From an optimization exercise on the open Yosys and OpenROAD flow, aimed at small area, a short achievable clock period and few clock cycles; shortcuts taken in it are not production practice. RTL that was checked went through simulation tests only; none was proved equivalent to the original. Power and IR drop assume default switching activity.

// alu_core
module alu_core (
    input  wire        clk,
    input  wire        rst,         
    input  wire        cmd_valid,
    output wire        cmd_ready,
    input  wire [31:0] cmd,
    input  wire [3:0]  rd_idx,
    output wire [15:0] rd_data,
    output wire [3:0]  flags        
);
Size in the first run: roughly 2400 cells after synthesis, ~330 flip-flops, ~60 I/O pins.
export LEC_CHECK = 0
export CAP_MARGIN = 20
export CORE_MARGIN = 2
export CORE_UTILIZATION = 45
export PLACE_DENSITY = 0.6
export SETUP_SLACK_MARGIN = 4
export SLEW_MARGIN = 20
create_clock -name core_clock -period 10.0 [get_ports {clk}]
standard.sh (not shown) runs the stock make flow with config.mk's settings and CLKGATE_MAP_FILE= SYNTH_SCRIPT=/design/flow/synth_recipe.tcl, a recipe that flattens the netlist after the stock synthesis.
==> flow/flow/run.sh <==
#!/bin/bash
# Standard ORFS layout, with the port buffers made from plain buffers (buf_4)
# instead of the delay cells buffer_ports picks by default, and with timing
# repair free to resize cells across footprints.
set -euo pipefail
export BUFFER_PORTS_ARGS="-buffer_cell sky130_fd_sc_hd__buf_4"
bash standard.sh MATCH_CELL_FOOTPRINT=0 "BUFFER_PORTS_ARGS=-buffer_cell sky130_fd_sc_hd__buf_4" finish > make_finish.log 2>&1
The baseline passed the timing, DRC and antenna checks.
Edit:
==> flow/run.sh (new file) <==
#!/bin/bash
# synth_recipe.tcl (not shown) runs the flow's synth.tcl, then flattens the netlist and writes it again
# the make line also repeats each setting of config.mk as NAME=value (left out here)
make -C /OpenROAD-flow-scripts/flow DESIGN_CONFIG=/design/flow/config.mk WORK_HOME=/design/flow/orfs CLKGATE_MAP_FILE= SYNTH_SCRIPT=/design/flow/synth_recipe.tcl finish
removed: flow/flow/run.sh
removed: flow/standard.sh
After rerunning: Final area climbs by 1.8%; clock power drops by about 3%; flip-flop and latch count is unchanged; die area does not change; total power decreases by 1.8%; sequential power hardly moves; cell count came out higher by 1.1%; synthesized cell count is unchanged; hold slack is about the same; clock-buffer cell count went up by 3; via count came out higher by 1.5%.
Function was not checked in any run of this note: the RTL went through the layout flow alone.

* * *

alu_core, a different RTL version from the one above (not shown whole).
Size in the first run: about 330 flip-flops, ~60 I/O pins.
==> flow/design.v (excerpt) <==
module alu_core (
    input  wire        clk,
    input  wire        rst,         
    input  wire        cmd_valid,
    output wire        cmd_ready,
    input  wire [31:0] cmd,
    input  wire [3:0]  rd_idx,
    output wire [15:0] rd_data,
    output wire [3:0]  flags        
);
    function [17:0] add16(input [15:0] x, input [15:0] y, input ci);
        reg [15:0] p, g, P, G;
        integer l, k;
        begin
            p = x ^ y; g = x & y;
            G = g; P = p;
            G[1] = g[1] | ((p[1] & x[0]) & y[0]);
            P[1] = p[1] & p[0];
            for (k = 15; k >= 2; k = k - 1) begin
                G[k] = G[k] | (P[k] & G[k-1]);
                P[k] = P[k] & P[k-1];
            end
            for (l = 2; l < 16; l = l * 2)
                for (k = 15; k >= l; k = k - 1) begin
                    G[k] = G[k] | (P[k] & G[k-l]);
                    P[k] = P[k] & P[k-l];
                end
            add16 = {G[15], G[14], p ^ {G[14:0], 1'b0}};
        end
    endfunction
    function [17:0] add17(input [16:0] x, input [16:0] y, input ci);
        reg [16:0] p, g, P, G;
        integer l, k;
        begin
            p = x ^ y; g = x & y;
            G = g; P = p;
            G[0] = g[0] | (p[0] & ci);
            for (l = 1; l < 17; l = l * 2)
                for (k = 16; k >= l; k = k - 1) begin
                    G[k] = G[k] | (P[k] & G[k-l]);
                    P[k] = P[k] & P[k-l];
                end
            add17 = {G[16], p ^ {G[15:0], ci}};
        end
    endfunction
    reg [255:0] rf;                 
    reg         cf, zf, sf, of;
    function [15:0] rdport(input [255:0] v, input [15:0] sel);
        integer j;
        begin
            rdport = 16'd0;
            for (j = 0; j < 16; j = j + 1)
                rdport = rdport | ({16{sel[j]}} & v[16*j +: 16]);
        end
    endfunction
    wire [15:0] rd_sel = 16'd1 << rd_idx;
    assign rd_data = rdport(rf, rd_sel);
  ...
==> flow/config.mk <==
export PLATFORM = sky130hd
export DESIGN_NAME = alu_core
export DESIGN_NICKNAME = alu_core
export VERILOG_FILES = /design/flow/design.v
export SDC_FILE = /design/flow/constraint.sdc
export NUM_CORES = 4
export LEC_CHECK = 0
export CAP_MARGIN = 20
export CORE_MARGIN = 2
export CORE_UTILIZATION = 55
export CTS_BUF_LIST = sky130_fd_sc_hd__clkbuf_4 sky130_fd_sc_hd__clkbuf_8
export CTS_CLUSTER_SIZE = 20
export PLACE_DENSITY = 0.68
export SETUP_SLACK_MARGIN = 4.25
export SLEW_MARGIN = 20
==> flow/constraint.sdc <==
create_clock -name core_clock -period 10.0 [get_ports {clk}]
set_input_delay 2.0000 -clock core_clock [delete_from_list [all_inputs] [get_ports {clk}]]
set_output_delay 2.0000 -clock core_clock [all_outputs]
set_load 0.01 [all_outputs]
==> flow/flow/run.sh <==
#!/bin/bash
# Standard ORFS layout, with the port buffers made from plain buffers (buf_4)
# instead of the delay cells buffer_ports picks by default, timing repair
# free to resize cells across footprints, and a clock tree of clkbuf_4/8
# without dummy balancing loads.
set -euo pipefail
export BUFFER_PORTS_ARGS="-buffer_cell sky130_fd_sc_hd__buf_4"
export CTS_ARGS="-sink_clustering_enable -repair_clock_nets -sink_clustering_size 20 -buf_list {sky130_fd_sc_hd__clkbuf_4 sky130_fd_sc_hd__clkbuf_8} -dont_use_dummy_load"
bash standard.sh MATCH_CELL_FOOTPRINT=0 "BUFFER_PORTS_ARGS=$BUFFER_PORTS_ARGS" "CTS_ARGS=$CTS_ARGS" finish > make_finish.log 2>&1
The baseline passed the timing, DRC and antenna checks.
Testbench counts at the start, summed over its fixed seeds: cycles 5,283.
Change:
==> flow/flow/run.sh (replaced) <==
#!/bin/bash
# Standard ORFS layout, with the port buffers made from plain buffers (buf_4)
# instead of the delay cells buffer_ports picks by default, and with timing
# repair free to resize cells across footprints.
set -euo pipefail
export BUFFER_PORTS_ARGS="-buffer_cell sky130_fd_sc_hd__buf_4"
bash standard.sh MATCH_CELL_FOOTPRINT=0 "BUFFER_PORTS_ARGS=-buffer_cell sky130_fd_sc_hd__buf_4" finish > make_finish.log 2>&1
SETUP_SLACK_MARGIN = 4   (was 4.25)
Result:
- The new run completed with no timing, DRC or antenna violations
- sequential power barely changes
- wire length is lower by 2.5%
- total power is higher by 2.7%
- area after synthesis stays the same
- non-clock buffer count is lower by 24
Change:
==> flow/flow/run.sh (replaced) <==
#!/bin/bash
# Standard ORFS layout, with the port buffers made from plain buffers (buf_4)
# instead of the delay cells buffer_ports picks by default, timing repair
# free to resize cells across footprints, and a clock tree of clkbuf_4/8
# without dummy balancing loads.
set -euo pipefail
export BUFFER_PORTS_ARGS="-buffer_cell sky130_fd_sc_hd__buf_4"
export CTS_ARGS="-sink_clustering_enable -repair_clock_nets -sink_clustering_size 20 -buf_list {sky130_fd_sc_hd__clkbuf_4 sky130_fd_sc_hd__clkbuf_8} -dont_use_dummy_load"
bash standard.sh MATCH_CELL_FOOTPRINT=0 "BUFFER_PORTS_ARGS=$BUFFER_PORTS_ARGS" "CTS_ARGS=$CTS_ARGS" finish > make_finish.log 2>&1
SETUP_SLACK_MARGIN = 3.75   (was 4)
Outcome:
- core utilization is lower by 2.1 points
- sequential share of layout area is higher by 1.0 points
- setup slack is worse by 0.17 ns
- count of clock-buffer cells in the layout is lower by 15
- first-iteration DRC count is higher by roughly a tenth
- design area is lower by a few percent
Change:
SETUP_SLACK_MARGIN = 4   (was 3.75)
Effect: The changed run completed without violations; critical path depth rose by 4; non-clock buffer count rose by 27; first-iteration DRC count fell by 7.4%; maximum frequency rose by 2.7%.

* * *

alu_core again, from the RTL that the note above started with.
Settings: LEC_CHECK=0, CAP_MARGIN=5, CORE_MARGIN=2, CORE_UTILIZATION=55, CTS_BUF_LIST=sky130_fd_sc_hd__clkbuf_4 sky130_fd_sc_hd__clkbuf_8, CTS_CLUSTER_SIZE=20, PLACE_DENSITY=0.68, SETUP_SLACK_MARGIN=4, SLEW_MARGIN=5; clock period 10.0 ns.
==> flow/flow/run.sh <==
#!/bin/bash
# Standard ORFS layout, with the port buffers made from plain buffers (buf_4)
# instead of the delay cells buffer_ports picks by default, and with timing
# repair free to resize cells across footprints.
set -euo pipefail
export BUFFER_PORTS_ARGS="-buffer_cell sky130_fd_sc_hd__buf_4"
bash standard.sh MATCH_CELL_FOOTPRINT=0 "BUFFER_PORTS_ARGS=-buffer_cell sky130_fd_sc_hd__buf_4" finish > make_finish.log 2>&1
Testbench counts at the start, summed over its fixed seeds: cycles 5,283.
==> next run, changes <==
==> flow/flow/run.sh (replaced) <==
#!/bin/bash
# Standard ORFS layout, with the port buffers made from plain buffers (buf_4)
# instead of the delay cells buffer_ports picks by default, timing repair
# free to resize cells across footprints, and a clock tree of clkbuf_4/8
# without dummy balancing loads.
set -euo pipefail
export BUFFER_PORTS_ARGS="-buffer_cell sky130_fd_sc_hd__buf_4"
export CTS_ARGS="-sink_clustering_enable -repair_clock_nets -sink_clustering_size 20 -buf_list {sky130_fd_sc_hd__clkbuf_4 sky130_fd_sc_hd__clkbuf_8} -dont_use_dummy_load"
bash standard.sh MATCH_CELL_FOOTPRINT=0 "BUFFER_PORTS_ARGS=$BUFFER_PORTS_ARGS" "CTS_ARGS=$CTS_ARGS" finish > make_finish.log 2>&1
CAP_MARGIN = 20   (was 5)
SETUP_SLACK_MARGIN = 3.5   (was 4)
SLEW_MARGIN = 20   (was 5)
What happened:
- die area does not change
- routed wire length is lower by 2.4%
- power is lower by 8.1%
- non-clock buffer count is lower by 32
- worst setup slack degrades by 0.35 ns
- first-iteration DRC count is lower by 1.1%
- flip-flop and latch count is unchanged
- clock skew is higher by 0.085 ns
- fmax is lower by 5.6%
==> next run, changes <==
SETUP_SLACK_MARGIN = 4   (was 3.5)
TNS_END_PERCENT = 10   (was default)
Total power climbs by 1.2%.
Design area went up by 0.87%.
Via count grows by about 0.46%.
==> next run, changes <==
CORE_UTILIZATION = 65   (was 55)
PLACE_DENSITY = 0.76   (was 0.68)
TNS_END_PERCENT = default   (was 10)
=> Synthesized area does not change; non-clock buffer count increases by 23; routed wire length hardly moves; final cell count is lower by 2.0%; power rises by 3.7%; clock power increases by 3.1%.

* * *

Another version of the RTL of alu_core (not shown whole).
Size in the first run: ~3000 cells after synthesis, about 330 flip-flops, roughly 60 I/O pins, roughly 28000 µm² of cells after synthesis.
clock: 10.0 ns
lec_check: 0
cap_margin: 20
core_margin: 2
core_utilization: 45
place_density: 0.6
setup_slack_margin: 0
slew_margin: 20
run.sh (not shown) runs the stock make flow with config.mk's settings and CLKGATE_MAP_FILE= SYNTH_SCRIPT=/design/flow/synth_recipe.tcl, a recipe that flattens the netlist after the stock synthesis.
Stock flow here: none of the scripts above is used.
The starting point passed the timing, DRC and antenna checks.
Then changed:
==> flow/flow/run.sh (new file) <==
#!/bin/bash
# Standard ORFS layout, with the port buffers made from plain buffers (buf_4)
# instead of the delay cells buffer_ports picks by default, and with timing
# repair free to resize cells across footprints.
set -euo pipefail
export BUFFER_PORTS_ARGS="-buffer_cell sky130_fd_sc_hd__buf_4"
bash standard.sh MATCH_CELL_FOOTPRINT=0 "BUFFER_PORTS_ARGS=-buffer_cell sky130_fd_sc_hd__buf_4" finish > make_finish.log 2>&1
==> flow/standard.sh (new file) <==
#!/bin/bash
# synth_recipe.tcl (not shown) runs the flow's synth.tcl, then flattens the netlist and writes it again
# the make line also repeats each setting of config.mk as NAME=value (left out here)
make -C /OpenROAD-flow-scripts/flow DESIGN_CONFIG=/design/flow/config.mk WORK_HOME=/design/flow/orfs CLKGATE_MAP_FILE= SYNTH_SCRIPT=/design/flow/synth_recipe.tcl "${@:-finish}"
Settings changed: SETUP_SLACK_MARGIN 0 to 3.
removed: flow/run.sh
=> The new run finished with timing, DRC and antenna clean. Die area stays the same. Cell area increases by about 4.4%. Maximum frequency increases by 29%. Clock skew decreases by 6.6 ps. Via count increases by about 1.5%.
No functional check of the RTL was part of any run of this note.

* * *

Another version of the RTL of alu_core (not shown whole).
Size: about 2500 cells after synthesis.
export LEC_CHECK = 0
export CAP_MARGIN = 20
export CORE_MARGIN = 2
export CORE_UTILIZATION = 45
export CTS_BUF_LIST = sky130_fd_sc_hd__clkbuf_4 sky130_fd_sc_hd__clkbuf_8
export CTS_CLUSTER_SIZE = 20
export PLACE_DENSITY = 0.6
export SETUP_SLACK_MARGIN = 4.5
export SLEW_MARGIN = 20
create_clock -name core_clock -period 10.0 [get_ports {clk}]
standard.sh (not shown) runs the stock make flow with config.mk's settings and CLKGATE_MAP_FILE= SYNTH_SCRIPT=/design/flow/synth_recipe.tcl, a recipe that flattens the netlist after the stock synthesis.
==> flow/flow/run.sh <==
#!/bin/bash
# Standard ORFS layout, with the port buffers made from plain buffers (buf_4)
# instead of the delay cells buffer_ports picks by default, and with timing
# repair free to resize cells across footprints.
set -euo pipefail
export BUFFER_PORTS_ARGS="-buffer_cell sky130_fd_sc_hd__buf_4"
bash standard.sh MATCH_CELL_FOOTPRINT=0 "BUFFER_PORTS_ARGS=-buffer_cell sky130_fd_sc_hd__buf_4" finish > make_finish.log 2>&1
The first run ran to the end with no violations.
Testbench counts at the start, summed over its fixed seeds: cycles 5,283.
Next try:
--- a/flow/config.mk
+++ b/flow/config.mk
@@ -9,7 +9,7 @@
 export CORE_MARGIN = 2
-export CORE_UTILIZATION = 45
+export CORE_UTILIZATION = 55
 export CTS_BUF_LIST = sky130_fd_sc_hd__clkbuf_4 sky130_fd_sc_hd__clkbuf_8
 export CTS_CLUSTER_SIZE = 20
-export PLACE_DENSITY = 0.6
-export SETUP_SLACK_MARGIN = 4.5
+export PLACE_DENSITY = 0.68
+export SETUP_SLACK_MARGIN = 4
 export SLEW_MARGIN = 20
Design area came out lower by 8.6%.
Combinational power came out lower by about 14%.
Global-route usage came out higher by 5.1 points.
Die area came out lower by 18%.
Clock-buffer cell count came out higher by 3.
Routed wire length came out lower by 9.2%.
Sequential share of layout area came out higher by 2.7 points.

* * *

== raven ==
Starting RTL as in the previous note.
==> flow/config.mk <==
export PLATFORM = sky130hd
export DESIGN_NAME = alu_core
export DESIGN_NICKNAME = alu_core
export VERILOG_FILES = /design/flow/design.v
export SDC_FILE = /design/flow/constraint.sdc
export NUM_CORES = 4
export LEC_CHECK = 0
export CAP_MARGIN = 20
export CORE_MARGIN = 2
export CORE_UTILIZATION = 45
export PLACE_DENSITY = 0.6
export SETUP_SLACK_MARGIN = 4
export SLEW_MARGIN = 20
==> flow/constraint.sdc <==
create_clock -name core_clock -period 10.0 [get_ports {clk}]
set_input_delay 2.0000 -clock core_clock [delete_from_list [all_inputs] [get_ports {clk}]]
set_output_delay 2.0000 -clock core_clock [all_outputs]
set_load 0.01 [all_outputs]
Scripts as last shown in full above: flow/flow/run.sh
Testbench counts of raven, summed over its fixed seeds: cycles 5,283.
What nickel does differently from raven at the input level:
# raven
export LEC_CHECK = 0
export CAP_MARGIN = 20
export CORE_MARGIN = 2
export CORE_UTILIZATION = 45
export PLACE_DENSITY = 0.6
export SETUP_SLACK_MARGIN = 4
export SLEW_MARGIN = 20
create_clock -name core_clock -period 10.0 [get_ports {clk}]
# nickel
export LEC_CHECK = 0
export CAP_MARGIN = 20
export CORE_MARGIN = 2
export CORE_UTILIZATION = 45
export CTS_BUF_LIST = sky130_fd_sc_hd__clkbuf_4 sky130_fd_sc_hd__clkbuf_8
export CTS_CLUSTER_SIZE = 20
export PLACE_DENSITY = 0.6
export SETUP_SLACK_MARGIN = 4
export SLEW_MARGIN = 20
create_clock -name core_clock -period 10.0 [get_ports {clk}]
Notes after the runs:
nickel ends up with higher arrival time at the worst endpoint than raven does. raven has a higher clock period minus worst slack than nickel. Changes observed in nickel relative to raven: sequential fraction of total cell area level, number of global-route vias before repair rose by 0.32%, fraction of the core area covered by cells at the end of the flow now smaller.

## static timing again, ports no longer ideal
In the flow no input, the clock included, has a driving cell. The finished layouts below were timed again as built, in two steps.
Step 1, drivers: a clkbuf_16 drives clk and a buf_2 each remaining input, both assumed.
Step 2 times the ports against the registers' clock, not the clock port: input delays grow and output delays shrink by t, the midpoint of the rising clock arrivals with the driver on.
a / b / c = no drivers / after step 1 / after step 2; a / b = the first two.
| run | t, ns | setup slack, ns | worst hold slack (ns) | cell pins on the clock port's net |
|---|---|---|---|---|
| the first run of note 1 | 0.627 | 3.581 / 3.335 / 2.708 | 0.444 / 0.444 / 0.444 | 1 |
| the second run of note 1 | 0.629 | 3.310 / 3.100 / 2.472 | 0.441 / 0.441 / 0.441 | 1 |
| the first run of note 2 | 0.672 | 3.901 / 3.693 / 3.021 | 0.446 / 0.446 / 0.446 | 1 |
| the second run of note 2 | 0.725 | 3.981 / 3.844 / 3.119 | 0.464 / 0.464 / 0.464 | 1 |
| the third run of note 2 | 0.692 | 3.816 / 3.635 / 2.944 | 0.432 / 0.432 / 0.432 | 1 |
| the fourth run of note 2 | 0.690 | 3.980 / 3.803 / 3.113 | 0.463 / 0.463 / 0.463 | 1 |
| the first run of note 3 | 0.719 | 3.993 / 3.862 / 3.143 | 0.464 / 0.464 / 0.464 | 1 |
| the second run of note 3 | 0.678 | 3.638 / 3.578 / 2.899 | 0.441 / 0.441 / 0.441 | 1 |
| the third run of note 3 | 0.683 | 3.697 / 3.634 / 2.951 | 0.436 / 0.436 / 0.436 | 1 |
| the fourth run of note 3 | 0.686 | 3.948 / 3.724 / 3.038 | 0.444 / 0.444 / 0.444 | 1 |
| the first run of note 4 | 0.643 | 1.069 / 1.097 / 0.455 | 0.448 / 0.448 / 0.448 | 1 |
| the second run of note 4 | 0.641 | 3.067 / 2.880 / 2.239 | 0.457 / 0.457 / 0.457 | 1 |
| the first run of note 5 | 0.728 | 4.222 / 3.982 / 3.253 | 0.444 / 0.444 / 0.444 | 1 |
| the second run of note 5 | 0.726 | 4.037 / 3.849 / 3.122 | 0.445 / 0.445 / 0.445 | 1 |
| raven | 0.622 | 4.026 / 3.801 / 3.179 | 0.435 / 0.435 / 0.435 | 1 |
| nickel | 0.714 | 4.031 / 3.838 / 3.124 | 0.441 / 0.441 / 0.441 | 1 |
After both steps every run listed still meets setup and hold. For the first run of note 5, which loses most, drivers alone change the setup slack by -0.240 ns; drivers and shift together by -0.969 ns.
